Background: an optimization exercise with open tools, aiming at small area, a short achievable clock period and few clock cycles. Do not read the settings as production practice. At most, simulation tests tie the RTL to the original design; equivalence was not proved. Function not checked in runs 4 and 5: the RTL went through the layout flow alone. Power and IR drop assume default switching activity.

==> design.v <==
module pcpi_spi (
    input  wire        clk,
    input  wire        rst,
    input  wire        start,
    input  wire [9:0]  prog_len,
    input  wire        spi_9bit,
    input  wire [2:0]  dsi_lanes,
    input  wire [15:0] hdisplay,
    input  wire [15:0] hsync_start,
    input  wire [15:0] hsync_end,
    input  wire [15:0] htotal,
    input  wire [15:0] vdisplay,
    input  wire [15:0] vsync_start,
    input  wire [15:0] vsync_end,
    input  wire [15:0] vtotal,
    output wire        busy,
    output wire        done,
    output wire [1:0]  result,
    output wire [9:0]  prog_addr,
    input  wire [7:0]  prog_data,
    output reg         ev_valid,
    input  wire        ev_ready,
    output reg         ev_sleep,
    output reg  [7:0]  ev_data,
    output reg         ev_last
);
    localparam [1:0] RES_OK     = 2'd0;
    localparam [1:0] RES_EINVAL = 2'd1;
    localparam [1:0] RES_UNSPEC = 2'd2;
    localparam [3:0] S_IDLE   = 4'd0;
    localparam [3:0] S_OP     = 4'd1;
    localparam [3:0] S_LEN    = 4'd2;
    localparam [3:0] S_BUFLEN = 4'd3;
    localparam [3:0] S_ARG    = 4'd4;
    localparam [3:0] S_FARG   = 4'd5;
    localparam [3:0] S_DATA   = 4'd6;
    localparam [3:0] S_FIN    = 4'd7;
    localparam [3:0] S_SKIPB  = 4'd8;
    localparam [1:0] E_IDLE  = 2'd0;
    localparam [1:0] E_ALIGN = 2'd1;
    localparam [1:0] E_SKIP  = 2'd2;
    localparam [1:0] E_WRITE = 2'd3;
    reg [9:0]   pa;           
    reg         iss;          
    reg         f1;           
    reg [7:0]   q0, q1, q2;   
    reg [1:0]   qc;
    reg [3:0]   st;
    reg         busy_r, done_r;
    reg [1:0]   res;
    reg         mode9, dry, skip, hasstop, stopen, stophere, isdelay;
    reg [9:0]   pc;           
    reg [9:0]   left;         
    reg [9:0]   stop_pc;
    reg [5:0]   wroom;        
    reg [6:0]   dcnt;         
    reg [4:0]   di;           
    reg         dfirst;       
    reg         from_cmd;
    reg [3:0]   eop;          
    reg [2:0]   argi;
    reg [7:0]   ms;
    reg         sl;           
    reg [7:0]   cbuf;         
    reg         eidle_d;
    reg         clr;          
    reg [16:0]  accn;
    reg [4:0]   cnt;
    reg         fl;           
    reg [1:0]   es;
    reg [38:0]  sv;           
    reg [7:0]   eds, edl;
    reg [8:0]   eend;         
    reg [5:0]   er;
    reg         ezero;
    reg [4:0]   eb, ebend;
    reg         efirst;
    reg [2:0]   elo, ehi;
    reg [191:0] cmd;          
    assign busy      = busy_r;
    assign done      = done_r;
    assign result    = res;
    assign prog_addr = pa;
    wire       emit_sl;
    wire [7:0] cmd_rd;
    wire       hv       = (qc != 2'd0);
    wire [7:0] h        = q0;
    wire       eng_idle = (es == E_IDLE);
    wire       room     = !fl && !sl && (cnt <= 5'd8);
    wire       ld_ok    = !ev_valid || ev_ready;
    wire       idle_start = (st == S_IDLE) && start;
    wire [6:0] o   = h[6:0];
    wire       g   = h[7];
    function [9:0] f_dec;
        input [7:0] b;
        reg [6:0] x;
        begin
            x = b[6:0];
            f_dec[0] = (x == 7'h00) || (x > 7'h54);          
            f_dec[1] = (x >= 7'h01) && (x <= 7'h3B);         
            f_dec[2] = (x[6:2] == 5'b10010);                 
            f_dec[3] = (x[6:3] == 4'b1000);                  
            f_dec[4] = (x == 7'h4C);                         
            f_dec[5] = (x == 7'h3C);
            f_dec[6] = (x == 7'h3D);
            f_dec[7] = (x == 7'h3E);
            f_dec[8] = (x == 7'h3F);
            f_dec[9] = x[6];                                 
        end
    endfunction
    reg  [9:0] hd;
    wire d_unknown = hd[0];
    wire d_inline  = hd[1];
    wire d_lane    = hd[2];
    wire d_read    = hd[3];
    wire d_const   = hd[4];
    wire d_3c      = hd[5];
    wire d_3d      = hd[6];
    wire d_3e      = hd[7];
    wire d_3f      = hd[8];
    wire d_hi      = hd[9];
    reg [6:0] body_len;
    always @* begin
        if (d_inline)      body_len = o;
        else if (d_read)   body_len = {4'd0, 3'd2 + {2'd0, g}} + {4'd0, o[2:0]};
        else if (d_const)  body_len = 7'd6;
        else if (d_lane)   body_len = 7'd0;
        else if (d_hi)     body_len = 7'd3;     
        else               body_len = 7'd1;     
    end
    reg  [2:0] lanes_m1;              
    wire lane_miss = (lanes_m1 != {1'b0, o[1:0]});
    wire [7:0] fplen  = (st == S_OP) ? {1'b0, o} : h;
    wire       j_var  = (st != S_OP) || d_inline;
    wire [7:0] jlen   = j_var ? fplen : d_const ? 8'd6 : d_hi ? 8'd3 : 8'd1;
    wire [9:0] jt_a;                 
    wire [9:0] left_j;               
    pcpi_add #(10) u_jt (.a(pc),   .b({2'b00, jlen}),  .ci(1'b1), .s(jt_a),   .co());
    pcpi_add #(10) u_lj (.a(left), .b(~{2'b00, jlen}), .ci(1'b0), .s(left_j), .co());
    wire       cmp_f;                
    pcpi_add #(10) u_cf (.a({2'b00, fplen}), .b(~left), .ci(1'b1), .s(), .co(cmp_f));
    wire       l_small  = (left[9:4] == 6'd0);
    wire [3:0] rd_body  = {2'b00, 1'b1, g} + {1'b0, o[2:0]};    
    wire       cmp_rd   = l_small && ({1'b0, rd_body} >= left[4:0]);
    reg        trunc_op;
    always @* begin
        if (d_inline)      trunc_op = cmp_f;
        else if (d_read)   trunc_op = cmp_rd;
        else if (d_const)  trunc_op = l_small && (left[3:0] <= 4'd6);
        else if (d_lane)   trunc_op = 1'b0;
        else if (d_hi)     trunc_op = l_small && (left[3:0] <= 4'd3);
        else               trunc_op = l_small && (left[3:0] <= 4'd1);
    end
    wire       trunc    = (st == S_OP) ? trunc_op : cmp_f;
    wire [9:0] pc_inc   = inc10(pc);
    wire [9:0] left_dec = ~inc10(~left);
    wire [9:0] pa_inc   = inc10(pa);
    function [9:0] inc10;
        input [9:0] a;
        integer k;
        begin
            for (k = 0; k < 10; k = k + 1)
                inc10[k] = a[k] ^ ((a & ((10'd1 << k) - 10'd1)) == ((10'd1 << k) - 10'd1));
        end
    endfunction
    wire       over   = (fplen[7:6] != 2'b00) || (fplen[5:0] > wroom);
    wire       fp     = mode9 && over;                        
    wire [5:0] wr_fp  = 6'd56 - fplen[5:0];
    wire [5:0] wr_nf  = wroom - fplen[5:0];
    wire       big9   = (fplen > 8'd56);
    wire       big8   = (fplen > 8'd64);
    wire       at_stop = stopen && (pc == stop_pc);
    wire       buf_ok = (h != 8'd0) && (h <= 8'd24);
    wire       wupd = hv && ((st == S_OP && d_inline && !skip && left != 10'd0 && !trunc) ||
                             (st == S_LEN && !skip && !trunc && h != 8'd0) ||
                             (st == S_BUFLEN && buf_ok));
    wire       wclr = hv && st == S_OP && d_3e && !skip && left != 10'd0 && !trunc;
    wire       rec_stop = dry && ((wupd && fp) || wclr);
    reg        cons, jmp, restart, push, set_fl, fin, farg_take, ld_ms, start_data;
    reg [3:0]  n_st;
    reg [1:0]  n_res;
    reg        n_skip, n_hasstop, n_stopen, n_stophere, n_dry, n_isdelay;
    reg [6:0]  n_dcnt;
    reg        n_from_cmd;
    always @* begin
        cons = 1'b0; jmp = 1'b0; restart = 1'b0; push = 1'b0; set_fl = 1'b0; fin = 1'b0;
        farg_take = 1'b0; ld_ms = 1'b0; start_data = 1'b0;
        n_st = st; n_res = res; n_skip = skip; n_hasstop = hasstop; n_stopen = stopen;
        n_stophere = stophere; n_dry = dry; n_isdelay = isdelay;
        n_dcnt = dcnt; n_from_cmd = from_cmd;
        case (st)
        S_OP: begin
            if (left == 10'd0) begin
                n_res = RES_OK;
                if (dry) begin
                    restart = 1'b1;
                end else begin
                    set_fl = 1'b1;
                    n_st   = S_FIN;
                end
            end else if (hv) begin
                if (d_unknown) begin
                    n_res = RES_EINVAL;
                    if (dry && hasstop) restart = 1'b1; else n_st = S_FIN;
                end else if (d_lane) begin
                    cons = 1'b1;
                    if (lane_miss) n_skip = 1'b1;
                end else if (trunc) begin
                    n_res = RES_EINVAL;
                    if (dry && hasstop) restart = 1'b1; else n_st = S_FIN;
                end else if (d_3c) begin
                    cons = 1'b1;
                    n_st = S_LEN;
                end else if (skip) begin
                    n_skip = 1'b0;
                    if (d_read) begin
                        cons   = 1'b1;
                        n_dcnt = body_len;
                        n_st   = S_SKIPB;
                    end else begin
                        jmp    = 1'b1;
                    end
                end else if (d_inline) begin
                                        if (fp) begin
                        if (!dry) set_fl = 1'b1;
                    end
                    if (mode9 && big9) begin
                        n_res = RES_EINVAL;
                        if (dry) restart = 1'b1; else n_st = S_FIN;
                    end else if (dry) begin
                        jmp = 1'b1;
                    end else if (fp && at_stop) begin
                        n_st = S_FIN;
                    end else begin
                        cons       = 1'b1;
                        n_dcnt     = o;
                        n_from_cmd = 1'b0;
                        start_data = 1'b1;
                        n_st       = S_DATA;
                    end
                end else if (d_3d) begin
                    cons = 1'b1;
                    n_st = S_BUFLEN;
                end else if (d_3e || d_3f) begin
                    cons      = 1'b1;
                    n_st      = S_ARG;
                    n_isdelay = d_3e;
                    if (d_3e) begin
                        if (!dry) begin set_fl = 1'b1; n_stophere = at_stop; end
                    end
                end else if (d_read) begin
                    n_res = RES_UNSPEC;
                    if (dry && hasstop) restart = 1'b1; else n_st = S_FIN;
                end else begin
                    if (dry) begin
                        jmp = 1'b1;
                    end else begin
                        cons = 1'b1;
                        n_st = S_FARG;
                    end
                end
            end
        end
        S_LEN: begin
            if (hv) begin
                if (trunc) begin
                    n_res = RES_EINVAL;
                    if (dry && hasstop) restart = 1'b1; else n_st = S_FIN;
                end else if (skip) begin
                    n_skip = 1'b0;
                    jmp    = 1'b1;
                    n_st   = S_OP;
                end else if (h == 8'd0) begin
                    n_res = RES_UNSPEC;
                    if (dry && hasstop) restart = 1'b1; else n_st = S_FIN;
                end else begin
                                        if (fp) begin
                        if (!dry) set_fl = 1'b1;
                    end
                    if (mode9 ? big9 : big8) begin
                        n_res = RES_EINVAL;
                        if (dry) restart = 1'b1; else n_st = S_FIN;
                    end else if (dry) begin
                        jmp  = 1'b1;
                        n_st = S_OP;
                    end else if (fp && at_stop) begin
                        n_st = S_FIN;
                    end else begin
                        cons       = 1'b1;
                        n_dcnt     = h[6:0];
                        n_from_cmd = 1'b0;
                        start_data = 1'b1;
                        n_st       = S_DATA;
                    end
                end
            end
        end
        S_BUFLEN: begin
            if (hv) begin
                if (h == 8'd0 || h > 8'd24) begin
                    n_res = RES_UNSPEC;
                    if (dry && hasstop) restart = 1'b1; else n_st = S_FIN;
                end else begin
                                        if (fp) begin
                        if (!dry) set_fl = 1'b1;
                    end
                    cons = 1'b1;
                    if (dry) begin
                        n_st = S_OP;
                    end else if (fp && at_stop) begin
                        n_st = S_FIN;
                    end else begin
                        n_dcnt     = h[6:0];
                        n_from_cmd = 1'b1;
                        start_data = 1'b1;
                        n_st       = S_DATA;
                    end
                end
            end
        end
        S_ARG: begin
            if (hv && !(isdelay && !dry && sl)) begin
                cons  = 1'b1;
                ld_ms = isdelay && !dry;
                n_st  = stophere ? S_FIN : S_OP;
            end
        end
        S_FARG: begin
            if (hv && (argi != 3'd0 || eng_idle)) begin
                cons      = 1'b1;
                farg_take = 1'b1;
                if ((eop == 4'hC) ? (argi == 3'd5) : (argi == 3'd2))
                    n_st = S_OP;
            end
        end
        S_DATA: begin
            if ((from_cmd ? (eng_idle && eidle_d) : hv) && room) begin
                push   = 1'b1;
                cons   = !from_cmd;
                n_dcnt = dcnt - 7'd1;
                if (dcnt == 7'd1) begin
                    if (!mode9) set_fl = 1'b1;
                    n_st = S_OP;
                end
            end
        end
        S_SKIPB: begin
            if (hv) begin
                cons   = 1'b1;
                n_dcnt = dcnt - 7'd1;
                if (dcnt == 7'd1) n_st = S_OP;
            end
        end
        S_FIN: begin
            if (!fl && cnt == 5'd0 && !sl && !ev_valid) begin
                fin  = 1'b1;
                n_st = S_IDLE;
            end
        end
        default: ;
        endcase
        if (rec_stop) n_hasstop = 1'b1;
        if (restart) begin
            n_dry      = 1'b0;
            n_stopen   = (n_res != RES_OK);
            n_skip     = 1'b0;
            n_stophere = 1'b0;
            n_st       = S_OP;
        end
    end
    wire        fjmp  = jmp || restart;
    wire [1:0]  qc_n  = qc + {1'b0, f1};                  
    wire [1:0]  qc_y  = qc + {1'b0, f1} - 2'd1;           
    wire        iss_n = ({1'b0, qc_n} + {2'd0, iss}) <= 3'd2;
    wire        iss_y = ({1'b0, qc_n} + {2'd0, iss}) <= 3'd3;
    always @(posedge clk) begin
        if (cons)
            hd <= (f1 && qc == 2'd1) ? f_dec(prog_data) : f_dec(q1);
        else if (f1 && qc == 2'd0)
            hd <= f_dec(prog_data);
        if (cons) begin
            q0 <= (f1 && qc == 2'd1) ? prog_data : q1;
            q1 <= (f1 && qc == 2'd2) ? prog_data : q2;
            if (f1 && qc == 2'd3) q2 <= prog_data;
        end else if (f1) begin
            if (qc == 2'd0) q0 <= prog_data;
            if (qc == 2'd1) q1 <= prog_data;
            if (qc == 2'd2) q2 <= prog_data;
        end
        if (rst || st == S_IDLE) begin
            pa  <= idle_start ? 10'd1 : 10'd0;
            iss <= 1'b1;
            f1  <= idle_start;
            qc  <= 2'd0;
        end else if (fjmp) begin
            pa  <= restart ? 10'd0 : jt_a;
            iss <= 1'b1;
            f1  <= 1'b0;
            qc  <= 2'd0;
        end else begin
            if (iss) pa <= pa_inc;
            f1  <= iss;
            qc  <= cons ? qc_y : qc_n;
            iss <= cons ? iss_y : iss_n;
        end
    end
    wire [4:0] di_inc = di + 5'd1;
    wire [4:0] cb_idx = start_data ? 5'd0 : (push ? di_inc : di);
    wire idle = (st == S_IDLE);
    always @(posedge clk) begin
        if (rst) begin
            st     <= S_IDLE;
            busy_r <= 1'b0;
            done_r <= 1'b0;
            sl     <= 1'b0;
        end else if (idle) begin
            done_r <= 1'b0;
            sl     <= 1'b0;
            if (start) begin
                st     <= S_OP;
                busy_r <= 1'b1;
            end
        end else begin
            st <= n_st;
            if (ld_ms) sl <= 1'b1;
            else if (emit_sl) sl <= 1'b0;
            if (fin) begin
                done_r <= 1'b1;
                busy_r <= 1'b0;
            end
        end
    end
    always @(posedge clk) begin
        cbuf    <= cmd_rd;
        eidle_d <= eng_idle;
        clr     <= idle_start;
        if (idle) begin
            res      <= RES_OK;
            mode9    <= spi_9bit;
            lanes_m1 <= dsi_lanes - 3'd1;
            dry      <= spi_9bit;
            skip     <= 1'b0;
            hasstop  <= 1'b0;
            stopen   <= 1'b0;
            stophere <= 1'b0;
            pc       <= 10'd0;
            left     <= prog_len;
            wroom    <= 6'd56;
        end else begin
            res      <= n_res;
            skip     <= n_skip;
            hasstop  <= n_hasstop;
            stopen   <= n_stopen;
            stophere <= n_stophere;
            dry      <= n_dry;
            if (restart)   wroom <= 6'd56;
            else if (wupd) wroom <= fp ? wr_fp : wr_nf;
            else if (wclr) wroom <= 6'd56;
            if (rec_stop) stop_pc <= pc;
            if (restart) begin
                pc   <= 10'd0;
                left <= prog_len;
            end else if (jmp) begin
                pc   <= jt_a;
                left <= left_j;
            end else if (cons) begin
                pc   <= pc_inc;
                left <= left_dec;
            end
        end
        isdelay  <= n_isdelay;
        dcnt     <= n_dcnt;
        from_cmd <= n_from_cmd;
        if (start_data) begin
            di     <= 5'd0;
            dfirst <= 1'b1;
        end else if (push) begin
            di     <= di_inc;
            dfirst <= 1'b0;
        end
        if (st == S_OP) eop <= o[3:0];
        if (st == S_OP) argi <= 3'd0;
        else if (farg_take) argi <= argi + 3'd1;
        if (ld_ms) ms <= h;
    end
    wire [7:0]  pb      = from_cmd ? cbuf : h;
    wire [8:0]  word    = mode9 ? {!dfirst, pb} : {pb, 1'b1};
    wire [3:0]  sh      = 4'd8 - cnt[3:0];
    wire [16:0] ins     = push ? ({8'd0, ~word} << sh) : 17'd0;
    wire [16:0] t       = accn | ins;
    wire [4:0]  c1      = cnt + (push ? (mode9 ? 5'd9 : 5'd8) : 5'd0);
    wire        fl_end  = fl && (cnt <= 5'd8);
    wire        can_pop = (cnt >= 5'd9) || (push && (mode9 || cnt[3])) || (fl && cnt != 5'd0);
    wire        pop     = can_pop && ld_ok;
    assign      emit_sl = sl && !fl && cnt == 5'd0 && ld_ok;
    always @(posedge clk) begin
        if (rst || idle) begin
            ev_valid <= 1'b0;
            fl       <= 1'b0;
            cnt      <= 5'd0;
            accn     <= 17'd0;
        end else begin
            if (pop) begin
                ev_valid <= 1'b1;
                ev_sleep <= 1'b0;
                ev_data  <= ~t[16:9];
                ev_last  <= fl_end;
                accn     <= {t[8:0], 8'd0};
                cnt      <= fl_end ? 5'd0 : (c1 - 5'd8);
            end else begin
                accn <= t;
                cnt  <= c1;
                if (emit_sl) begin
                    ev_valid <= 1'b1;
                    ev_sleep <= 1'b1;
                    ev_data  <= ms;
                    ev_last  <= 1'b1;
                end else if (ev_ready) begin
                    ev_valid <= 1'b0;
                end
            end
            if (set_fl)
                fl <= 1'b1;
            else if (fl && (cnt == 5'd0 || (pop && fl_end)))
                fl <= 1'b0;
        end
    end
    reg  [1:0]  t_ia;
    always @* begin
        case (eop[2:0])
            3'd5, 3'd1: t_ia = 2'd2;     
            3'd6, 3'd2: t_ia = 2'd3;     
            3'd7, 3'd3: t_ia = 2'd0;     
            default:    t_ia = 2'd1;     
        endcase
    end
    wire        t_v   = !eop[3] && (eop[2:0] != 3'd0);      
    wire [1:0]  t_i   = (argi == 3'd0) ? t_ia : (t_ia - 2'd1);
    wire        t_z   = (argi != 3'd0) && (t_ia == 2'd0);
    reg  [15:0] t_x;
    always @* begin
        case ({t_v, t_i})
            3'd0:    t_x = hdisplay;
            3'd1:    t_x = hsync_start;
            3'd2:    t_x = hsync_end;
            3'd3:    t_x = htotal;
            3'd4:    t_x = vdisplay;
            3'd5:    t_x = vsync_start;
            3'd6:    t_x = vsync_end;
            default: t_x = vtotal;
        endcase
    end
    wire [15:0] t_op  = t_z ? 16'd0 : t_x;
    wire [15:0] t_d;
    wire        t_co;
    pcpi_add #(16, 4) u_td (.a(sv[22:7]), .b(~sv[38:23]), .ci(1'b1), .s(t_d), .co(t_co));
    wire        is_c  = (eop == 4'hC);
    wire        kick  = farg_take && (is_c ? (argi == 3'd5) : (argi == 3'd2));
    wire [7:0]  ss    = is_c ? 8'd0 : h;
    wire [8:0]  r9    = {1'b0, ss} + 9'd7 - {6'd0, eds[2:0]};
    wire        evalid = (edl != 8'd0) && (eds < 8'd192);
    wire [8:0]  elast = eend - 9'd1;
    wire        elastb = (eb == ebend);
    wire [7:0] emask;
    genvar gq;
    generate
        for (gq = 0; gq < 8; gq = gq + 1) begin : g_mask
            assign emask[gq] = (!efirst || gq[2:0] >= elo) && (!elastb || gq[2:0] <= ehi);
        end
    endgenerate
    always @(posedge clk) begin
        if (rst || idle) begin
            es <= E_IDLE;
        end else begin
            if (kick)
                es <= evalid ? E_ALIGN : E_IDLE;
            case (es)
                E_ALIGN: es <= (!ezero && er[5:3] != 3'd0) ? E_SKIP : E_WRITE;
                E_SKIP:  if (er[5:3] == 3'd1) es <= E_WRITE;
                E_WRITE: if (elastb) es <= E_IDLE;
                default: ;
            endcase
        end
    end
    always @(posedge clk) begin
        begin
            if (farg_take) begin
                case (argi)
                    3'd0: begin
                        eds <= h;
                        if (!is_c) sv[22:7] <= t_op;
                    end
                    3'd1: begin
                        edl <= h;
                        if (!is_c) sv[38:23] <= t_op;
                    end
                    3'd2: begin
                        if (is_c) sv[14:7] <= h;
                        else      sv[38:7] <= {{16{!t_co}}, t_d};
                    end
                    3'd3: sv[22:15] <= h;
                    3'd4: sv[30:23] <= h;
                    default: sv[38:31] <= h;
                endcase
                if (argi == 3'd0) sv[6:0] <= 7'd0;
                if (argi == 3'd1) eend <= {1'b0, eds} + {1'b0, h};
            end
            if (kick) begin
                er     <= r9[5:0];
                ezero  <= (r9 >= 9'd39);
                eb     <= eds[7:3];
                efirst <= 1'b1;
                elo    <= eds[2:0];
            end
            case (es)
                E_ALIGN: begin
                    sv <= ezero ? 39'd0 : (sv >> er[2:0]);
                    if (eend[8] || elast[7:3] >= 5'd24) begin
                        ebend <= 5'd23;
                        ehi   <= 3'd7;
                    end else begin
                        ebend <= elast[7:3];
                        ehi   <= elast[2:0];
                    end
                end
                E_SKIP: begin
                    sv <= sv >> 8;
                    er <= er - 6'd8;
                end
                E_WRITE: begin
                    sv     <= sv >> 8;
                    eb     <= eb + 5'd1;
                    efirst <= 1'b0;
                end
                default: ;
            endcase
        end
    end
    wire ewr = (es == E_WRITE);
    reg  [7:0] eold;
    wire [4:0] rd_idx  = ewr ? (eb + 5'd1) : (es != E_IDLE) ? eb : cb_idx;
    assign     cmd_rd  = cmd[{rd_idx, 3'b000} +: 8];
    wire [7:0] wbyte   = clr ? 8'd0 : ((emask & sv[7:0]) | (~emask & eold));
    always @(posedge clk) eold <= cmd_rd;
    integer bi;
    always @(posedge clk) begin
        for (bi = 0; bi < 24; bi = bi + 1)
            if (clr || (ewr && eb == bi[4:0]))
                cmd[bi*8 +: 8] <= wbyte;
    end
endmodule
module pcpi_add #(parameter integer N = 10, parameter integer L = 4) (
    input  wire [N-1:0] a,
    input  wire [N-1:0] b,
    input  wire         ci,
    output wire [N-1:0] s,
    output wire         co
);
    wire [N-1:0]       x = a ^ b;
    wire [N*(L+1)-1:0] gg, pp;
    assign gg[N-1:0] = (a & b) | {{(N-1){1'b0}}, x[0] & ci};
    assign pp[N-1:0] = x;
    genvar k, i;
    generate
        for (k = 0; k < L; k = k + 1) begin : g_lv
            for (i = 0; i < N; i = i + 1) begin : g_bit
                if ((i >> k) & 1) begin : g_op
                    localparam integer J = ((i >> k) << k) - 1;
                    assign gg[(k+1)*N + i] = gg[k*N + i] | (pp[k*N + i] & gg[k*N + J]);
                    assign pp[(k+1)*N + i] = pp[k*N + i] & pp[k*N + J];
                end else begin : g_pass
                    assign gg[(k+1)*N + i] = gg[k*N + i];
                    assign pp[(k+1)*N + i] = pp[k*N + i];
                end
            end
        end
    endgenerate
    assign s  = x ^ {gg[L*N + N - 2 : L*N], ci};
    assign co = gg[L*N + N - 1];
endmodule
==> flow/run.sh <==
#!/bin/bash
# The standard layout (the standard.sh: ORFS synthesis through finish),
# with repair_timing asked for 8 ns of setup slack at the 12 ns clock, so the
# resizer sizes and buffers the critical paths of this small design.  The
# flow's full output goes to standard.log; ORFS keeps its per-step logs.
set -o pipefail
bash standard.sh SETUP_SLACK_MARGIN=8.0 finish > standard.log 2>&1
==> standard.sh <==
#!/bin/bash
# synth_recipe.tcl (not shown) runs the flow's synth.tcl, then flattens the netlist and writes it again
# the make line also repeats each setting of config.mk as NAME=value (left out here)
make -C /OpenROAD-flow-scripts/flow DESIGN_CONFIG=/design/flow/config.mk WORK_HOME=/design/flow/orfs CLKGATE_MAP_FILE= SYNTH_SCRIPT=/design/flow/synth_recipe.tcl "${@:-finish}"
==> config.mk <==
export PLATFORM = sky130hd
export DESIGN_NAME = pcpi_spi
export DESIGN_NICKNAME = pcpi_spi
export VERILOG_FILES = /design/flow/design.v
export SDC_FILE = /design/flow/constraint.sdc
export NUM_CORES = 4
export LEC_CHECK = 0
export ABC_AREA = 1
export CAP_MARGIN = 20
export CORE_MARGIN = 2
export CORE_UTILIZATION = 55
export CTS_BUF_LIST = sky130_fd_sc_hd__clkbuf_4 sky130_fd_sc_hd__clkbuf_8
export CTS_CLUSTER_SIZE = 20
export PLACE_DENSITY = 0.65
export SLEW_MARGIN = 20
==> constraint.sdc <==
create_clock -name core_clock -period 12.0 [get_ports {clk}]
set_input_delay 2.4000 -clock core_clock [delete_from_list [all_inputs] [get_ports {clk}]]
set_output_delay 2.4000 -clock core_clock [all_outputs]
set_load 0.01 [all_outputs]
==> flow_summary.yaml, run 1 <==
floorplan:
  die_w_um: 229
  start_util_pct: 55.7
  dieArea_um2: 52600
  die_h_um: 229
  core_area_um2: 50200
  rows: 82
  ios: 179
pwr:
  fin_total_pwr_mw: 8.11
  p_comb_share_pct: 49.1
  p_sw_share_pct: 44.6
  p_seq_share_pct: 32.0
  peakVddDrop_mv: 0.149
  p_sw_mw: 3.62
  p_int_mw: 4.49
  clock_power_share_pct: 18.9
  p_per_area_nw_per_um2: 246
  p_leak_nw: 13.7
setup_path:
  r2r_slack_ps: 8090
  r2r_cells: 20
  critPathSlowestCell: "clkdlybuf4s50_1"
  crit_path_max_incr_delay_ps: 530
  setup.worst_path.class: "flip-flop to output pin"
  critPathCaptureType: "output pin"
  arrival_ps: 1520
  reg2reg_from: "q0[7]$_DFFE_PP_"
  critPathBufInv: 1
  cp_top_family: "buffers and inverters"
  crit_fanout: 2
  crit_required_ps: 9600
  timing.rr.end: "stop_pc[8]$_DFFE_PP_"
  worstPathCellList: "clkdlybuf4s50_1"
  cp-start-kind: "flip-flop"
clock_network:
  cts_root_buf: "clkbuf_8"
  cts_buffer_depth: 3
  clock-sinks: 458
  cts_hold_buf: 0
  clkTransAtPathRegs_ps: 60
  clock_latency_ps: 670
  cts_made_buffers: 81
  cts_tree: "yes"
  h-tree-depth: 3
timing:
  rsz0062_at_grt: "false"
  fin_tns_setup_ps: 0
  setup_viol: 0
  timing.fmax_ghz: 0.255
  skew_ps: 47.2
  fin_crit_sh_pct: 32.7
  hold_viol: 0
  maxSlewViolCount: 0
  tightest_slew_ps: 1090
  timing.final.crit_period_ps: 3920
  max_slew_margin_pct: 26.6
synthesis:
  synth_xor_area_share_pct: 2.07
  syn-cell-area_um2: 27900
  synth.top_cell.area_share_pct: 40.8
  avgSynthCellArea_um2: 8.23
  synthCells: 3394
  ys_ff_latch: 458
  synth_top_family_by_area: "simple AND/OR/NAND/NOR gates"
  yosys_warnings: 1
  synthTopCellsByArea: "edfxtp_1, nand2_1, dfxtp_1"
  synth_fp_nets: 3671
  synthFlopType: "edfxtp_1"
  yosys.area.top_type: "edfxtp_1"
  post_synth_num_cell_types: 64
  synth-simple-area-share_pct: 23.1
  async_reset_ff_share_pct: 0
  yosys-mux-area-fraction_pct: 0.506
  synthAdderAreaFrac_pct: 5.86
  synth-compound-area-share_pct: 13.9
  synth-edff-count: 379
  ys_seq_area_share_pct: 46.4
routing:
  wl_per_cell_um: 21.6
  route.detailed.drc: 0
  route.antenna.remaining_nets: 0
  viasPerCell: 6.05
  vias: 26282
  drtIter0Drc: 3410
  totalWireLength_um: 93600
  firstDrtPassIters: 9
placed_design:
  gp_congestion: 1.01
  dp_cells: 4155
  dpl_cell_area_um2: 30400
  port_buffers: 178
  hpwl_um: 66000
run_status:
  status: "finished clean"
global_route:
  grt_use_met2_pct: 56.1
  antenna_found_initial: 1
  grt_pass1_wl_um: 143000
  grt_overflow_total: 0
  grt_busiest_layer: "met2"
  met1_usage_pct: 47.0
  use_met3_pct: 6.30
  grtUsageTotal_pct: 34.8
  grt_pass1_vias: 25267
  grt_max_degree: 67
hold_path:
  min_to: "hasstop$_SDFFE_PP0P_"
  hp-class: "flip-flop to flip-flop"
  min-delay-start: "hasstop$_SDFFE_PP0P_"
  holdPathStages: 2
layout:
  num-nets-final: 3889
  mostFrequentLayoutCell: "nand2_1"
  fillerInstances: 4161
  final_area_um2: 33000
  final_cell_mix: "nand2_1, inv_1, edfxtp_1"
  layout.cells.non_filler: 4344
  drive_gt1_share_pct: 9.31
  num_antenna_cells: 0
  areaGrowthSynthToFinish_pct: 18.0
run:
  max_cap_violations: 0
## worst max path at each step
stage                                   start              endpoint  cells past startpoint
after global routing          q0[7]$_DFFE_PP_       eold[2]$_DFF_P_                     27
after floorplan                      ev_ready  ev_data[0]$_DFFE_PP_                      5
after CTS                     q0[4]$_DFFE_PP_       eold[4]$_DFF_P_                     21
after detailed placement      q0[0]$_DFFE_PP_       eold[4]$_DFF_P_                     21
final                     busy_r$_SDFFE_PP0P_                  busy                      1
after global placement        q0[0]$_DFFE_PP_       eold[4]$_DFF_P_                     21
## power groups by stage
stage	combinational [mW]	clock (mW)	sequential, mW
2_1_floorplan	2.41	0	2.50
5_1_grt	4.33	1.62	2.62
6_report	3.98	1.54	2.60
3_5_place_dp	3.51	0	2.65
3_3_place_gp	3.46	0	2.64
4_1_cts	3.75	1.55	2.59
## metal layers
| metal | vias up | wire [um] |
|---|---|---|
| li1 | 12079 | - |
| met1 | 12396 | 37900 |
| met2 | 1539 | 43200 |
| met3 | 266 | 8850 |
| met4 | 2 | 3610 |
| met5 | - | 13 |
## sequential cells by signal (all words and copies together), names as in the netlist, 9 cells and up
name,count
cmd,192
pa,10
accn,17
left,10
stop_pc,10
hd,10
pc,10
sv,39
eend,9
## layout make-up
cell class	instances	area [um2]	share of cell area, %
clock buffers	114	1400	4.25
clock inverters	29	280	0.851
inverters	444	1740	5.29
multi-input cells	2361	13100	39.7
flip-flops and latches	458	13000	39.3
well taps	672	841	2.55
repair buffers	265	2640	8.00
repair inverters	1	5.00	0.0152
## repair_timing
| action | in CTS | in global routing |
|---|---|---|
| gates resized for setup | 68 | 47 |
| buffers inserted | 22 | 12 |
| pin swaps | 4 | 9 |
| setup endpoints to repair | 185 | 94 |
| cloned | 6 | 6 |
## tightest hold or removal path, cell delays in order, from the launching register on
cell and delay (ps):
dfxtp_1 310, nand2_1 60, nand2_1 50
## metrics by stage
stage / hold slack [ps] / util [%] / setup WS (ps)
after detailed placement: 441 / 60.5 / 6250
after global placement: 444 / 60.5 / 6510
after global routing: 474 / 65.7 / 7940
after CTS: 460 / 64.9 / 7960
after floorplan: 407 / - / 8050
final: 461 / 65.7 / 8080
## cells in the mapped netlist (9+ instances only)
master	number
a211oi_1	9
a21oi_1	151
a221oi_1	14
a31oi_1	23
buf_2	39
clkbuf_1	79
clkinv_1	17
dfxtp_1	79
edfxtp_1	379
fa_1	13
ha_1	110
inv_1	416
inv_2	10
mux2i_1	13
nand2_1	695
nand3_1	298
nand3b_1	36
nand4_1	38
nor2_1	339
nor3_1	38
o2111ai_1	9
o211ai_1	44
o21ai_0	284
o21ai_1	16
o221ai_1	23
o22ai_1	19
o31ai_1	11
or2_2	16
xnor2_1	24
xor2_1	42
## cells by family (layout without fill, tap and decap cells)
kind of cell | Yosys count | after routing
fa+ha+maj | 123 | 123
flops | 458 | 458
xor+xnor | 66 | 66
compound gates | 658 | 659
buf+inv | 580 | 853
mux | 14 | 14
simple gates | 1495 | 1499
Testbench counts, summed over its fixed seeds: cycles 224,219.
==> inputs of run 2 (changes only) <==
--- a/config.mk
+++ b/config.mk
@@ -9,7 +9,7 @@
 export CAP_MARGIN = 20
 export CORE_MARGIN = 2
-export CORE_UTILIZATION = 55
+export CORE_UTILIZATION = 45
 export CTS_BUF_LIST = sky130_fd_sc_hd__clkbuf_4 sky130_fd_sc_hd__clkbuf_8
 export CTS_CLUSTER_SIZE = 20
-export PLACE_DENSITY = 0.65
+export PLACE_DENSITY = 0.55
 export SLEW_MARGIN = 20
==> run 2 against run 1 <==
Synthesized area is the same. Combinational power grew 9.0%. Wire length grew 5.5%. Critical path type is now input pin to flip-flop. Critical endpoint is now sv[30]$_DFFE_PP_.
==> flow_summary.yaml, run 2 <==
run_status:
  status: "finished clean"
hold_path:
  hp-class: "flip-flop to flip-flop"
synthesis:
  synthCells: 3394
  yosys.area.top_type: "edfxtp_1"
  synth_xor_area_share_pct: 2.07
  synthAdderAreaFrac_pct: 5.86
  avgSynthCellArea_um2: 8.23
  ys_seq_area_share_pct: 46.4
  syn-cell-area_um2: 27900
  synthFlopType: "edfxtp_1"
  async_reset_ff_share_pct: 0
  synth_top_family_by_area: "simple AND/OR/NAND/NOR gates"
  synth-compound-area-share_pct: 13.9
  yosysMostFrequentCell: "nand2_1"
  synth_fp_nets: 3671
  ys_ff_latch: 458
  synthTopCellsByArea: "edfxtp_1, nand2_1, dfxtp_1"
  synth.top_cell.area_share_pct: 40.8
  synth.cells.most_frequent: "nand2_1, inv_1, edfxtp_1"
  synth-edff-count: 379
  synth-simple-area-share_pct: 23.1
  yosys_warnings: 1
  post_synth_num_cell_types: 64
  yosys-mux-area-fraction_pct: 0.506
global_route:
  antenna_found_initial: 3
  grt_pass1_wl_um: 149000
  grt_overflow_total: 0
  grtUsageTotal_pct: 30.2
  grt_pass1_vias: 25323
  grt_max_degree: 67
routing:
  totalWireLength_um: 98800
  drtIter0Drc: 2231
  vias: 25857
  route.detailed.drc: 0
  met3WireLength_um: 6310
  top_layer: "met5"
  route.antenna.remaining_nets: 0
  drt-met1-wl_um: 42100
  viasPerCell: 5.71
  firstDrtPassIters: 6
  wl_per_cell_um: 21.8
  wl_met2_um: 46700
timing:
  rsz0062_at_grt: "true"
  timing.fmax_ghz: 0.247
  tightest_slew_ps: 1050
  maxSlewViolCount: 0
  timing.final.crit_period_ps: 4050
  fin_crit_sh_pct: 33.7
  setup_slack_ps: 7950
  hold_slack_ps: 455
  max_slew_margin_pct: 29.7
  skew_ps: 55.9
  setup_viol: 0
  hold_viol: 0
  fin_tns_setup_ps: 0
placed_design:
  hpwl_um: 68600
  port_buffers: 178
  place_ws_ps: 5840
  gp_congestion: 0.962
  dp_cells: 4275
layout:
  areaGrowthSynthToFinish_pct: 23.1
  regMostFlops: "cmd"
  fillerInstances: 5658
  utilization_pct: 55.9
  mostFrequentLayoutCell: "nand2_1"
  num-nets-final: 3937
  largest_reg_flops: 192
  drive_gt1_share_pct: 13.4
  final_cell_mix: "nand2_1, inv_1, edfxtp_1"
  layout.cells.non_filler: 4526
  reg_top3: "cmd: 192 flops, sv: 39 flops, accn: 17 flops"
floorplan:
  rows: 91
  dieArea_um2: 64100
  core_area_um2: 61500
  die_w_um: 253
  start_util_pct: 45.4
  die_h_um: 253
  ios: 179
clock_network:
  clock_latency_ps: 690
  cts_tree: "yes"
  h-tree-depth: 3
  cts_buffer_depth: 3
  cts_root_buf: "clkbuf_8"
  clock-sinks: 458
  cts_made_buffers: 85
  cts_hold_buf: 0
  clkTransAtPathRegs_ps: 60
setup_path:
  crit_end: "sv[30]$_DFFE_PP_"
  crit_path_start: "vdisplay[7]"
  setup.worst_path.class: "input pin to flip-flop"
  crit_fanout: 2
  reg2reg_from: "q0[7]$_DFFE_PP_"
  timing.rr.end: "dcnt[2]$_DFFE_PP_"
  arrival_ps: 4460
  r2r_cells: 24
  cp-start-kind: "input pin"
  crit_required_ps: 12410
  critPathCaptureType: "flip-flop"
  r2r_slack_ps: 8090
pwr:
  p_per_area_nw_per_um2: 250
  p_leak_nw: 14.3
  peakVddDrop_mv: 0.160
run:
  max_cap_violations: 0
run 2: worst max-delay path: stages:
cell             delay (ps)
clkdlybuf4s50_1         400
a22o_1                  230
a221oi_1                410
a21oi_1                 250
nand2_1                 100
o21ai_0                 120
o21ai_0                 370
o211ai_1                170
run 2: repair_timing:
item,in CTS,in global routing
setup endpoints to repair,234,177
setup buffers,48,20
hold endpoints to repair,0,0
cloned,11,8
resized for setup,103,167
pin swaps,12,59
run 2: layer usage:
| layer | GRT usage [%] | up-vias |
|---|---|---|
| li1 | - | 12180 |
| met1 | 40.3 | 12386 |
| met2 | 49.5 | 1054 |
| met3 | 4.48 | 235 |
| met4 | 11.9 | 2 |
| met5 | 0 | - |
run 2: worst min-delay path by stage:
stage,to,depth (start not counted),startpoint
final,dfirst$_SDFFE_PP1P_,2,dfirst$_SDFFE_PP1P_
after global routing,hasstop$_SDFFE_PP0P_,2,hasstop$_SDFFE_PP0P_
after floorplan,stop_pc[9]$_DFFE_PP_,0,pc[9]$_SDFFE_PP0P_
after detailed placement,dfirst$_SDFFE_PP1P_,2,dfirst$_SDFFE_PP1P_
after CTS,dfirst$_SDFFE_PP1P_,2,dfirst$_SDFFE_PP1P_
after global placement,done_r$_SDFFE_PP0P_,2,done_r$_SDFFE_PP0P_
run 2: logic make-up after synthesis:
| kind of cell | after synthesis |
|---|---|
| simple gates | 1495 |
| compound gates | 658 |
| buf+inv | 580 |
| flops | 458 |
| fa+ha+maj | 123 |
| xor+xnor | 66 |
| mux | 14 |
run 2: per-stage QoR:
step	instance area [um2]	power, mW
3_5_place_dp	30600	6.24
3_3_place_gp	30500	6.19
6_report	34400	8.59
5_1_grt	34400	9.12
2_1_floorplan	27900	4.92
4_1_cts	33400	8.24
run 2: power by group:
group,switching (mW),total (mW),internal (mW)
logic,2.82,4.34,1.51
clock network,0.715,1.66,0.944
registers,0.277,2.60,2.32
total,3.81,8.59,4.78
run 2: area by class of cell:
cell class	count	area, um2	area share (%)
Clock buffer	116	1450	4.21
Clock inverter	44	427	1.24
Timing Repair Buffer	308	3220	9.37
Multi-Input combinational cell	2359	13500	39.3
Timing Repair inverter	4	35.0	0.102
Inverter	444	1770	5.15
Antenna cell	3	7.51	0.0218
Tap cell	790	988	2.88
Sequential cell	458	13000	37.7
==> inputs of run 3 (changes only) <==
==> flow/run.sh (replaced) <==
#!/bin/bash
# The standard layout (the standard.sh: ORFS synthesis through finish),
# with repair_timing asked for 7.8 ns of setup slack at the 12 ns clock, so the
# resizer sizes and buffers the critical paths of this small design.  The
# flow's full output goes to standard.log; ORFS keeps its per-step logs.
set -o pipefail
bash standard.sh SETUP_SLACK_MARGIN=7.8 finish > standard.log 2>&1
--- a/config.mk
+++ b/config.mk
@@ -9,7 +9,7 @@
 export CAP_MARGIN = 20
 export CORE_MARGIN = 2
-export CORE_UTILIZATION = 45
+export CORE_UTILIZATION = 55
 export CTS_BUF_LIST = sky130_fd_sc_hd__clkbuf_4 sky130_fd_sc_hd__clkbuf_8
 export CTS_CLUSTER_SIZE = 20
-export PLACE_DENSITY = 0.55
+export PLACE_DENSITY = 0.65
 export SLEW_MARGIN = 20
==> run 3 against run 2 <==
Core utilization is 9.2 points higher. Wire length is 7.1% lower. Fmax down 0.64%. Via count is 0.34% lower. Critical path depth down 7. Combinational power fell by 11%. Global-route usage grew 4.0 points. Clock skew fell by 5.9 ps. Largest cell class is now flip-flops and latches. Largest power group unchanged.
==> flow_summary.yaml, run 3 <==
setup_path:
  reg2reg_from: "q0[0]$_DFFE_PP_"
  timing.rr.end: "q0[7]$_DFFE_PP_"
  arrival_ps: 1680
  cp_top_family: "buffers and inverters"
  critPathSlowestCell: "clkdlybuf4s50_1"
  critPathBufInv: 1
  crit_required_ps: 9600
  critPathCaptureType: "output pin"
  cp-start-kind: "flip-flop"
  worstPathCellList: "clkdlybuf4s50_1"
  r2r_cells: 18
  crit_path_max_incr_delay_ps: 580
  cp.depth: 1
  setup.worst_path.class: "flip-flop to output pin"
  crit_path_start: "res[0]$_SDFF_PP0_"
  crit_fanout: 5
  r2r_slack_ps: 7930
  crit_end: "result[0]"
synthesis:
  ys_ff_latch: 458
  synthFlopType: "edfxtp_1"
  synth-edff-count: 379
  yosysMostFrequentCell: "nand2_1"
  yosys_warnings: 1
  yosys.area.top_type: "edfxtp_1"
  synth_fp_nets: 3671
  synthCells: 3394
  avgSynthCellArea_um2: 8.23
  synthTopCellsByArea: "edfxtp_1, nand2_1, dfxtp_1"
  synth.cells.most_frequent: "nand2_1, inv_1, edfxtp_1"
  post_synth_num_cell_types: 64
  synth.top_cell.area_share_pct: 40.8
  syn-cell-area_um2: 27900
  ys_seq_area_share_pct: 46.4
  async_reset_ff_share_pct: 0
floorplan:
  die_w_um: 229
  start_util_pct: 55.7
  dieArea_um2: 52600
  rows: 82
  die_h_um: 229
  core_area_um2: 50200
  ios: 179
routing:
  vias: 25769
  wl_per_cell_um: 21.1
  route.antenna.remaining_nets: 0
  viasPerCell: 5.94
  drtIter0Drc: 3085
  totalWireLength_um: 91800
  route.detailed.drc: 0
  firstDrtPassIters: 7
run_status:
  status: "finished clean"
global_route:
  antenna_found_initial: 2
  grt_pass1_vias: 25021
  grt_max_degree: 66
  grt_pass1_wl_um: 141000
  grtUsageTotal_pct: 34.3
  grt_overflow_total: 0
pwr:
  peakVddDrop_mv: 0.159
  p_leak_nw: 13.5
  p_per_area_nw_per_um2: 244
  fin_total_pwr_mw: 7.96
timing:
  fin_crit_sh_pct: 34.0
  fin_tns_setup_ps: 0
  setup_viol: 0
  timing.final.crit_period_ps: 4080
  skew_ps: 50.0
  max_slew_margin_pct: 29.8
  setup_slack_ps: 7920
  tightest_slew_ps: 1040
  hold_viol: 0
  maxSlewViolCount: 0
  hold_slack_ps: 457
  timing.fmax_ghz: 0.245
  rsz0062_at_grt: "true"
layout:
  largest_reg_flops: 192
  mostFrequentLayoutCell: "nand2_1"
  reg_top3: "cmd: 192 flops, sv: 39 flops, accn: 17 flops"
  fillerInstances: 4259
  areaGrowthSynthToFinish_pct: 16.9
  drive_gt1_share_pct: 8.49
  regMostFlops: "cmd"
  num-nets-final: 3875
  final_cell_mix: "nand2_1, inv_1, edfxtp_1"
clock_network:
  clkTransAtPathRegs_ps: 60
  clock-sinks: 458
  cts_root_buf: "clkbuf_8"
  cts_tree: "yes"
  cts_made_buffers: 81
  clock_latency_ps: 690
  cts_buffer_depth: 3
  cts_hold_buf: 0
  h-tree-depth: 3
placed_design:
  gp_congestion: 0.984
  place_ws_ps: 6570
  port_buffers: 178
  hpwl_um: 65000
hold_path:
  hp-class: "flip-flop to flip-flop"
run:
  max_cap_violations: 0
-- run 3: cell type report --
| cell class | count | area [um2] | area share [%] |
|---|---|---|---|
| antenna | 3 | 7.51 | 0.0230 |
| clock buffer | 109 | 1340 | 4.12 |
| clock inverter | 41 | 303 | 0.927 |
| inverter | 444 | 1710 | 5.24 |
| multi-input combinational | 2357 | 12900 | 39.5 |
| sequential | 458 | 13000 | 39.7 |
| tap | 672 | 841 | 2.58 |
| timing repair buffer | 254 | 2560 | 7.84 |
| timing repair inverter | 2 | 12.5 | 0.0383 |
-- run 3: how the worst min path moves through the flow --
stage / from / endpoint / cells after the start
after floorplan: pc[9]$_SDFFE_PP0P_ / stop_pc[9]$_DFFE_PP_ / 0
after global placement: dfirst$_SDFFE_PP1P_ / dfirst$_SDFFE_PP1P_ / 2
after detailed placement: dfirst$_SDFFE_PP1P_ / dfirst$_SDFFE_PP1P_ / 2
after CTS: dfirst$_SDFFE_PP1P_ / dfirst$_SDFFE_PP1P_ / 2
after global routing: dfirst$_SDFFE_PP1P_ / dfirst$_SDFFE_PP1P_ / 2
final: dfirst$_SDFFE_PP1P_ / dfirst$_SDFFE_PP1P_ / 2
-- run 3: metal layers --
metal  GRT usage [%]  wire length (um)  up-vias
met5               0                 0        -
met3            6.45              8950      265
met1            45.3             36500    12042
li1                -                 -    12064
met2            54.8             42100     1398
met4            15.7              4210        0
-- run 3: cells by family after synthesis --
family	count (synthesis)	synth area share (%)
fa+ha+maj	123	5.86
flops	458	46.4
buf+inv	580	8.20
mux	14	0.506
compound gates	658	13.9
simple gates	1495	23.1
xor+xnor	66	2.07
-- run 3: timing repair --
item                                    4_1_cts  5_1_grt
setup buffers                                 9       12
gates cloned                                  4        7
endpoints found under the setup margin      153      143
pin swaps                                     1        3
gates resized for setup                      31       36
-- run 3: power by group --
part	switching, mW	leakage (nW)	internal, mW
Sequential	0.276	4.19	2.32
Clock	0.687	0.873	0.802
Combinational	2.60	8.45	1.27
-- run 3: metrics by stage --
stage          utilization (%)  cells  instance area, um2
3_3_place_gp              60.5   4154               30300
4_1_cts                   64.3   4317               32300
5_1_grt                   65.1   4337               32600
3_5_place_dp              60.5   4154               30300
6_report                  65.1   4340               32700
2_1_floorplan                -   3394               27900
==> inputs of run 4 (changes only) <==
--- a/design.v
+++ b/design.v
@@ -60,6 +60,4 @@
     reg [3:0]   eop;          
     reg [2:0]   argi;
-    reg [7:0]   ms;
-    reg         sl;           
     reg [7:0]   cbuf;         
     reg         eidle_d;
@@ -71,5 +69,4 @@
     reg [38:0]  sv;           
     reg [7:0]   eds, edl;
-    reg [8:0]   eend;         
     reg [5:0]   er;
     reg         ezero;
@@ -82,10 +79,9 @@
     assign result    = res;
     assign prog_addr = pa;
-    wire       emit_sl;
     wire [7:0] cmd_rd;
     wire       hv       = (qc != 2'd0);
     wire [7:0] h        = q0;
     wire       eng_idle = (es == E_IDLE);
-    wire       room     = !fl && !sl && (cnt <= 5'd8);
+    wire       room     = !fl && (cnt <= 5'd8);
     wire       ld_ok    = !ev_valid || ev_ready;
     wire       idle_start = (st == S_IDLE) && start;
@@ -320,5 +316,5 @@
         end
         S_ARG: begin
-            if (hv && !(isdelay && !dry && sl)) begin
+            if (hv && !(isdelay && !dry && (fl || cnt != 5'd0 || ev_valid))) begin
                 cons  = 1'b1;
                 ld_ms = isdelay && !dry;
@@ -353,5 +349,5 @@
         end
         S_FIN: begin
-            if (!fl && cnt == 5'd0 && !sl && !ev_valid) begin
+            if (!fl && cnt == 5'd0 && !ev_valid) begin
                 fin  = 1'b1;
                 n_st = S_IDLE;
@@ -413,8 +409,6 @@
             busy_r <= 1'b0;
             done_r <= 1'b0;
-            sl     <= 1'b0;
         end else if (idle) begin
             done_r <= 1'b0;
-            sl     <= 1'b0;
             if (start) begin
                 st     <= S_OP;
@@ -423,6 +417,4 @@
         end else begin
             st <= n_st;
-            if (ld_ms) sl <= 1'b1;
-            else if (emit_sl) sl <= 1'b0;
             if (fin) begin
                 done_r <= 1'b1;
@@ -482,5 +474,4 @@
         if (st == S_OP) argi <= 3'd0;
         else if (farg_take) argi <= argi + 3'd1;
-        if (ld_ms) ms <= h;
     end
     wire [7:0]  pb      = from_cmd ? cbuf : h;
@@ -493,5 +484,4 @@
     wire        can_pop = (cnt >= 5'd9) || (push && (mode9 || cnt[3])) || (fl && cnt != 5'd0);
     wire        pop     = can_pop && ld_ok;
-    assign      emit_sl = sl && !fl && cnt == 5'd0 && ld_ok;
     always @(posedge clk) begin
         if (rst || idle) begin
@@ -511,8 +501,8 @@
                 accn <= t;
                 cnt  <= c1;
-                if (emit_sl) begin
+                if (ld_ms) begin
                     ev_valid <= 1'b1;
                     ev_sleep <= 1'b1;
-                    ev_data  <= ms;
+                    ev_data  <= h;
                     ev_last  <= 1'b1;
                 end else if (ev_ready) begin
@@ -560,4 +550,5 @@
     wire [8:0]  r9    = {1'b0, ss} + 9'd7 - {6'd0, eds[2:0]};
     wire        evalid = (edl != 8'd0) && (eds < 8'd192);
+    wire [8:0]  eend  = {1'b0, eds} + {1'b0, edl};
     wire [8:0]  elast = eend - 9'd1;
     wire        elastb = (eb == ebend);
@@ -604,5 +595,4 @@
                 endcase
                 if (argi == 3'd0) sv[6:0] <= 7'd0;
-                if (argi == 3'd1) eend <= {1'b0, eds} + {1'b0, h};
             end
             if (kick) begin
==> flow/run.sh (replaced) <==
#!/bin/bash
# The standard layout (the standard.sh: ORFS synthesis through finish),
# with repair_timing asked for 8 ns of setup slack at the 12 ns clock, so the
# resizer sizes and buffers the critical paths of this small design.  The
# flow's full output goes to standard.log; ORFS keeps its per-step logs.
set -o pipefail
bash standard.sh SETUP_SLACK_MARGIN=8.0 finish > standard.log 2>&1
==> run 4 against run 3 <==
Hold slack got worse by 7.2 ps. Final cell count fell by 0.69%. Via count grew 0.43%.
==> flow_summary.yaml, run 4 <==
layout:
  reg_top3: "cmd: 192 flops, sv: 39 flops, accn: 17 flops"
  layout.cells.non_filler: 4310
  regMostFlops: "cmd"
  multi_input_area_um2: 13100
  num-nets-final: 3859
  largest_reg_flops: 192
  drive_gt1_share_pct: 10.5
  mostFrequentLayoutCell: "nand2_1"
  final_cell_mix: "nand2_1, inv_1, edfxtp_1"
  seqCellArea_um2: 12400
  fillerInstances: 4186
  areaGrowthSynthToFinish_pct: 19.0
  final_area_um2: 32600
synthesis:
  yosysMostFrequentCell: "nand2_1"
  ys_seq_area_share_pct: 45.3
  yosys_warnings: 1
  synth.top_cell.area_share_pct: 39.6
  synthTopCellsByArea: "edfxtp_1, nand2_1, dfxtp_1"
  synth-edff-count: 362
  ys_ff_latch: 440
  synthCells: 3343
  async_reset_ff_share_pct: 0
  synth_fp_nets: 3620
  synth.cells.most_frequent: "nand2_1, inv_1, edfxtp_1"
  synthFlopType: "edfxtp_1"
  avgSynthCellArea_um2: 8.21
  post_synth_num_cell_types: 71
  syn-cell-area_um2: 27400
  yosys.area.top_type: "edfxtp_1"
setup_path:
  crit_fanout: 1
  r2r_cells: 24
  arrival_ps: 1550
  critPathSlowestCell: "clkdlybuf4s50_1"
  worstPathCellList: "clkdlybuf4s50_1"
  cp-start-kind: "flip-flop"
  crit_required_ps: 9600
  critPathCaptureType: "output pin"
  timing.rr.end: "eold[3]$_DFF_P_"
  setup.worst_path.class: "flip-flop to output pin"
  crit_path_max_incr_delay_ps: 560
  cp_top_family: "buffers and inverters"
  r2r_slack_ps: 8070
  reg2reg_from: "q0[0]$_DFFE_PP_"
  critPathBufInv: 1
clock_network:
  cts_hold_buf: 0
  cts_root_buf: "clkbuf_8"
  cts_tree: "yes"
  clock_latency_ps: 700
  cts_made_buffers: 78
  clkTransAtPathRegs_ps: 60
  h-tree-depth: 3
  clock-sinks: 440
  cts_buffer_depth: 3
floorplan:
  dieArea_um2: 51700
  rows: 81
  ios: 179
  die_h_um: 227
  core_area_um2: 49100
  die_w_um: 227
  start_util_pct: 55.9
routing:
  wl_per_cell_um: 21.5
  vias: 25880
  viasPerCell: 6.00
  drtIter0Drc: 3079
  route.antenna.remaining_nets: 0
  route.detailed.drc: 0
  firstDrtPassIters: 12
  totalWireLength_um: 92800
timing:
  maxSlewViolCount: 0
  fin_tns_setup_ps: 0
  skew_ps: 49.6
  hold_viol: 0
  timing.fmax_ghz: 0.253
  fin_crit_sh_pct: 32.9
  setup_viol: 0
  max_slew_margin_pct: 26.1
  setup_slack_ps: 8050
  timing.final.crit_period_ps: 3950
  tightest_slew_ps: 1110
  rsz0062_at_grt: "false"
global_route:
  antenna_found_initial: 3
  grt_pass1_vias: 24078
  grtUsageTotal_pct: 35.3
  grt_pass1_wl_um: 139000
  grt_max_degree: 66
  grt_overflow_total: 0
pwr:
  p_per_area_nw_per_um2: 241
  peakVddDrop_mv: 0.148
  p_leak_nw: 13.7
hold_path:
  min-delay-start: "stopen$_SDFFE_PP0P_"
  min_to: "stopen$_SDFFE_PP0P_"
  hp-class: "flip-flop to flip-flop"
  holdPathStages: 2
placed_design:
  port_buffers: 178
  dp_cells: 4100
  dpl_cell_area_um2: 29800
  hpwl_um: 64900
  gp_congestion: 0.984
  place_ws_ps: 6540
run_status:
  status: "finished clean"
run:
  max_cap_violations: 0
==> run 4: cell types whose count changed after synthesis, moves of 10 or more <==
| cell | delta |
|---|---|
| o21ai_0 | -14 |
| nand2_1 | +10 |
| nand3_1 | -24 |
| nor2_1 | -16 |
| edfxtp_1 | -17 |
| inv_2 | +13 |
==> run 4: area by class of cell <==
class / count / area share (%)
clock buffers: 111 / 4.18
well taps: 664 / 2.54
clock inverters: 32 / 0.832
inverters: 447 / 5.38
multi-input cells: 2331 / 40.0
repair inverters: 1 / 0.0230
repair buffers: 283 / 8.97
flip-flops and latches: 440 / 38.1
diodes: 1 / 0.00766
==> run 4: worst max-delay path by stage <==
stage | start | slack (ps) | end | cells after the start
2_1_floorplan | q0[1]$_DFFE_PP_ | 8200 | q2[0]$_DFFE_PP_ | 15
3_3_place_gp | q0[1]$_DFFE_PP_ | 6770 | eold[3]$_DFF_P_ | 25
3_5_place_dp | q0[1]$_DFFE_PP_ | 6540 | eold[5]$_DFF_P_ | 25
4_1_cts | q0[0]$_DFFE_PP_ | 8010 | pa[1]$_SDFFCE_PP0P_ | 25
5_1_grt | q0[0]$_DFFE_PP_ | 7910 | eold[3]$_DFF_P_ | 28
6_report | ev_data[2]$_DFFE_PP_ | 8050 | ev_data[2] | 1
==> run 4: repair_timing <==
item                                    CTS  global route
gates cloned                              9             7
setup buffers                            21            29
pin swaps                                 7            12
endpoints found under the setup margin  212           206
gates resized for setup                  62            84
==> run 4: kinds of logic (layout without fill, tap and decap cells) <==
kind of cell,Yosys count,after routing,synth area share (%)
simple gates,1459,1461,23.0
compound gates,664,665,14.6
buf+inv,575,874,8.44
flops,440,440,45.3
fa+ha+maj,123,123,5.97
xor+xnor,63,63,2.01
mux,19,19,0.698
other cells,0,1,0
==> run 4: power by group <==
| group | switching, mW | leakage, nW | internal [mW] |
|---|---|---|---|
| clock | 0.662 | 0.866 | 0.825 |
| combinational | 2.55 | 8.81 | 1.29 |
| sequential | 0.270 | 4.07 | 2.27 |
| total | 3.48 | 13.7 | 4.39 |
==> run 4: through the flow <==
stage / utilization [%] / hold WS, ps / power, mW
5_1_grt: 66.6 / 478 / 8.28
3_5_place_dp: 60.7 / 444 / 5.84
4_1_cts: 65.1 / 457 / 7.52
3_3_place_gp: 60.7 / 443 / 5.76
6_report: 66.6 / 450 / 7.86
2_1_floorplan: - / 420 / 4.68
==> run 4: metal layers <==
layer	up-vias	track usage, %	part of all wire, %
met1	12176	49.0	41
met2	1507	53.2	45
li1	11937	-	-
met3	256	8.26	11
met5	-	0	0.028
met4	4	14.5	3.9
==> inputs of run 5 (changes only) <==
==> flow/run.sh (replaced) <==
#!/bin/bash
# The standard layout (the standard.sh: ORFS synthesis through finish),
# with repair_timing asked for 8.3 ns of setup slack at the 12 ns clock, so the
# resizer sizes and buffers the critical paths of this small design.  The
# flow's full output goes to standard.log; ORFS keeps its per-step logs.
set -o pipefail
bash standard.sh SETUP_SLACK_MARGIN=8.3 finish > standard.log 2>&1
==> run 5 against run 4 <==
First-iteration DRC count grew 13%. Combinational power up 19%. Cell area grew 6.4%. Final cell count is 2.6% higher. Sequential share of layout area is 2.3 points lower. Fmax up 1.9%. Critical path type is now flip-flop to flip-flop. Largest cell class unchanged.
==> flow_summary.yaml, run 5 <==
clock_network:
  h-tree-depth: 3
  clkTransAtPathRegs_ps: 60
  cts_hold_buf: 0
  cts_made_buffers: 76
  clock_latency_ps: 700
  cts_root_buf: "clkbuf_8"
  cts_tree: "yes"
  clock-sinks: 440
  cts_buffer_depth: 3
synthesis:
  syn-cell-area_um2: 27400
  synthTopCellsByArea: "edfxtp_1, nand2_1, dfxtp_1"
  synth-compound-area-share_pct: 14.6
  synth.cells.most_frequent: "nand2_1, inv_1, edfxtp_1"
  ys_ff_latch: 440
  yosys.area.top_type: "edfxtp_1"
  ys_seq_area_share_pct: 45.3
  yosys_warnings: 1
  synthAdderAreaFrac_pct: 5.97
  synthCells: 3343
  yosysMostFrequentCell: "nand2_1"
  synth_top_family_by_area: "simple AND/OR/NAND/NOR gates"
  synthFlopType: "edfxtp_1"
  synth_xor_area_share_pct: 2.01
  async_reset_ff_share_pct: 0
  yosys-mux-area-fraction_pct: 0.698
  synth-edff-count: 362
  post_synth_num_cell_types: 71
  synth-simple-area-share_pct: 23.0
  synth_fp_nets: 3620
  synth.top_cell.area_share_pct: 39.6
  avgSynthCellArea_um2: 8.21
pwr:
  p_comb_share_pct: 53.4
  peakVddDrop_mv: 0.166
  p_sw_mw: 3.85
  p_sw_share_pct: 44.9
  p_int_mw: 4.73
  p_seq_share_pct: 29.9
  p_per_area_nw_per_um2: 247
  p_leak_nw: 14.6
  clock_power_share_pct: 16.8
routing:
  viasPerCell: 6.11
  route.antenna.remaining_nets: 0
  totalWireLength_um: 99800
  firstDrtPassIters: 9
  drtIter0Drc: 3483
  vias: 27023
  wl_per_cell_um: 22.6
  route.detailed.drc: 0
layout:
  fillerInstances: 3857
  largest_reg_flops: 192
  areaGrowthSynthToFinish_pct: 26.7
  num-nets-final: 3968
  final_cell_mix: "nand2_1, inv_1, edfxtp_1"
  drive_gt1_share_pct: 18.1
  final_area_um2: 34800
  layout.cells.non_filler: 4420
  reg_top3: "cmd: 192 flops, sv: 39 flops, accn: 17 flops"
  regMostFlops: "cmd"
  mostFrequentLayoutCell: "nand2_1"
run_status:
  status: "finished clean"
timing:
  maxSlewViolCount: 0
  setup_viol: 0
  fin_crit_sh_pct: 32.3
  rsz0062_at_grt: "true"
  timing.final.crit_period_ps: 3880
  tightest_slew_ps: 1110
  max_slew_margin_pct: 26.3
  timing.fmax_ghz: 0.258
  skew_ps: 50.6
  hold_viol: 0
  fin_tns_setup_ps: 0
setup_path:
  crit_required_ps: 12620
  setup.worst_path.class: "flip-flop to flip-flop"
  crit_fanout: 6
  arrival_ps: 4500
  critPathCaptureType: "flip-flop"
  crit_path_max_incr_delay_ps: 460
  critPathSlowestCell: "edfxtp_1"
  cp-start-kind: "flip-flop"
run:
  max_cap_violations: 0
floorplan:
  start_util_pct: 55.9
  die_h_um: 227
  core_area_um2: 49100
  die_w_um: 227
  rows: 81
  dieArea_um2: 51700
  ios: 179
global_route:
  grtUsageTotal_pct: 37.1
  grt_pass1_vias: 25325
  antenna_found_initial: 3
  grt_max_degree: 66
  grt_overflow_total: 0
  grt_pass1_wl_um: 146000
placed_design:
  port_buffers: 178
  dp_cells: 4099
  dpl_cell_area_um2: 29800
  gp_congestion: 0.964
  hpwl_um: 64600
hold_path:
  hp-class: "flip-flop to flip-flop"
-- run 5: kinds of logic (layout without fill, tap and decap cells) --
kind of cell / Yosys count / in the layout
xor+xnor: 63 / 63
mux: 19 / 19
simple gates: 1459 / 1463
buf+inv: 575 / 981
flops: 440 / 440
fa+ha+maj: 123 / 123
compound gates: 664 / 666
other cells: 0 / 1
-- run 5: critical path, delay by kind of cell (launching register included) --
kind                       cells  cell delay, ps
and+or+nand+nor               17            1600
buffers and inverters          8            1030
adders and majority gates      3             560
DFF                            1             460
xor gates and xnor gates       1             150
-- run 5: final cells by class --
type,count,area (um2),share of cell area (%)
multi-input combinational,2334,13900,40.1
sequential,440,12400,35.8
timing repair buffer,387,4110,11.8
inverter,447,1820,5.23
clock buffer,110,1360,3.91
tap,664,831,2.39
clock inverter,32,205,0.590
timing repair inverter,5,51.3,0.148
antenna,1,2.50,0.00720
-- run 5: worst paths after layout --
check	from	endpoint	slack (ps)	depth (start not counted)
min	hasstop$_SDFFE_PP0P_	hasstop$_SDFFE_PP0P_	460	2
max	q0[0]$_DFFE_PP_	eold[6]$_DFF_P_	8120	29
max reg2reg	q0[0]$_DFFE_PP_	eold[6]$_DFF_P_	8120	29
min reg2reg	hasstop$_SDFFE_PP0P_	hasstop$_SDFFE_PP0P_	460	2
-- run 5: metal layers --
metal | track usage (%) | share of wire, %
met5 | 0 | 0.056
met4 | 17.0 | 5.6
met3 | 9.01 | 11
met2 | 57.3 | 44
met1 | 49.4 | 39
-- run 5: repair_timing --
action | 4_1_cts | 5_1_grt
setup endpoints to repair | 255 | 196
setup buffers | 78 | 67
gates cloned | 20 | 13
pin swaps | 67 | 60
resized for setup | 300 | 190
-- run 5: through the flow --
step	total power [mW]	hold WS (ps)	worst slack, ps	utilization, %
after floorplan	4.68	420	8390	-
after global placement	5.76	442	6840	60.7
after detailed placement	5.84	447	6530	60.7
after CTS	7.87	459	8170	67.8
after global routing	8.98	482	8000	70.8
final	8.58	461	8120	70.9
-- run 5: power groups by stage --
stage | Sequential, mW | Combinational, mW | Clock [mW]
after global routing | 2.59 | 4.88 | 1.51
after CTS | 2.53 | 3.91 | 1.43
after floorplan | 2.44 | 2.24 | 0
after detailed placement | 2.59 | 3.24 | 0
final | 2.56 | 4.58 | 1.44
after global placement | 2.58 | 3.18 | 0

re-timing with driven ports:
The results above use ideal ports. As a check the final layouts listed here were re-extracted and re-timed, cells and wires unchanged.
Step 1: set_driving_cell puts a clkbuf_16 on clk and a buf_2 on each other input, an assumption about the parent block.
Step 2 also shifts input and output timing later by t, the mid clock arrival at the registers, as if the neighbouring blocks saw the same clock.
Slacks: ideal / step 1 / step 2; pairs: ideal / step 1.
| run | shift t [ns] | slack for setup (ns) | worst register clock-pin slew, ns | worst data-port slew with drivers (ns) | cell pins on the clock port's net |
|---|---|---|---|---|---|
| run 1 | 0.699 | 8.081 / 8.026 / 7.479 | 0.07 / 0.07 | 0.07 | 1 |
| run 2 | 0.729 | 7.951 / 7.973 / 7.244 | 0.07 / 0.07 | 0.07 | 1 |
| run 3 | 0.722 | 7.925 / 7.866 / 7.520 | 0.07 / 0.07 | 0.07 | 1 |
| run 4 | 0.728 | 8.049 / 7.995 / 7.447 | 0.07 / 0.07 | 0.06 | 1 |
| run 5 | 0.730 | 8.123 / 8.123 / 7.484 | 0.08 / 0.08 | 0.07 | 1 |
After both steps setup and hold are still met in every run listed. The setup slack of run 2, which loses most, moves by +0.022 ns with the drivers and by -0.707 ns with both steps.
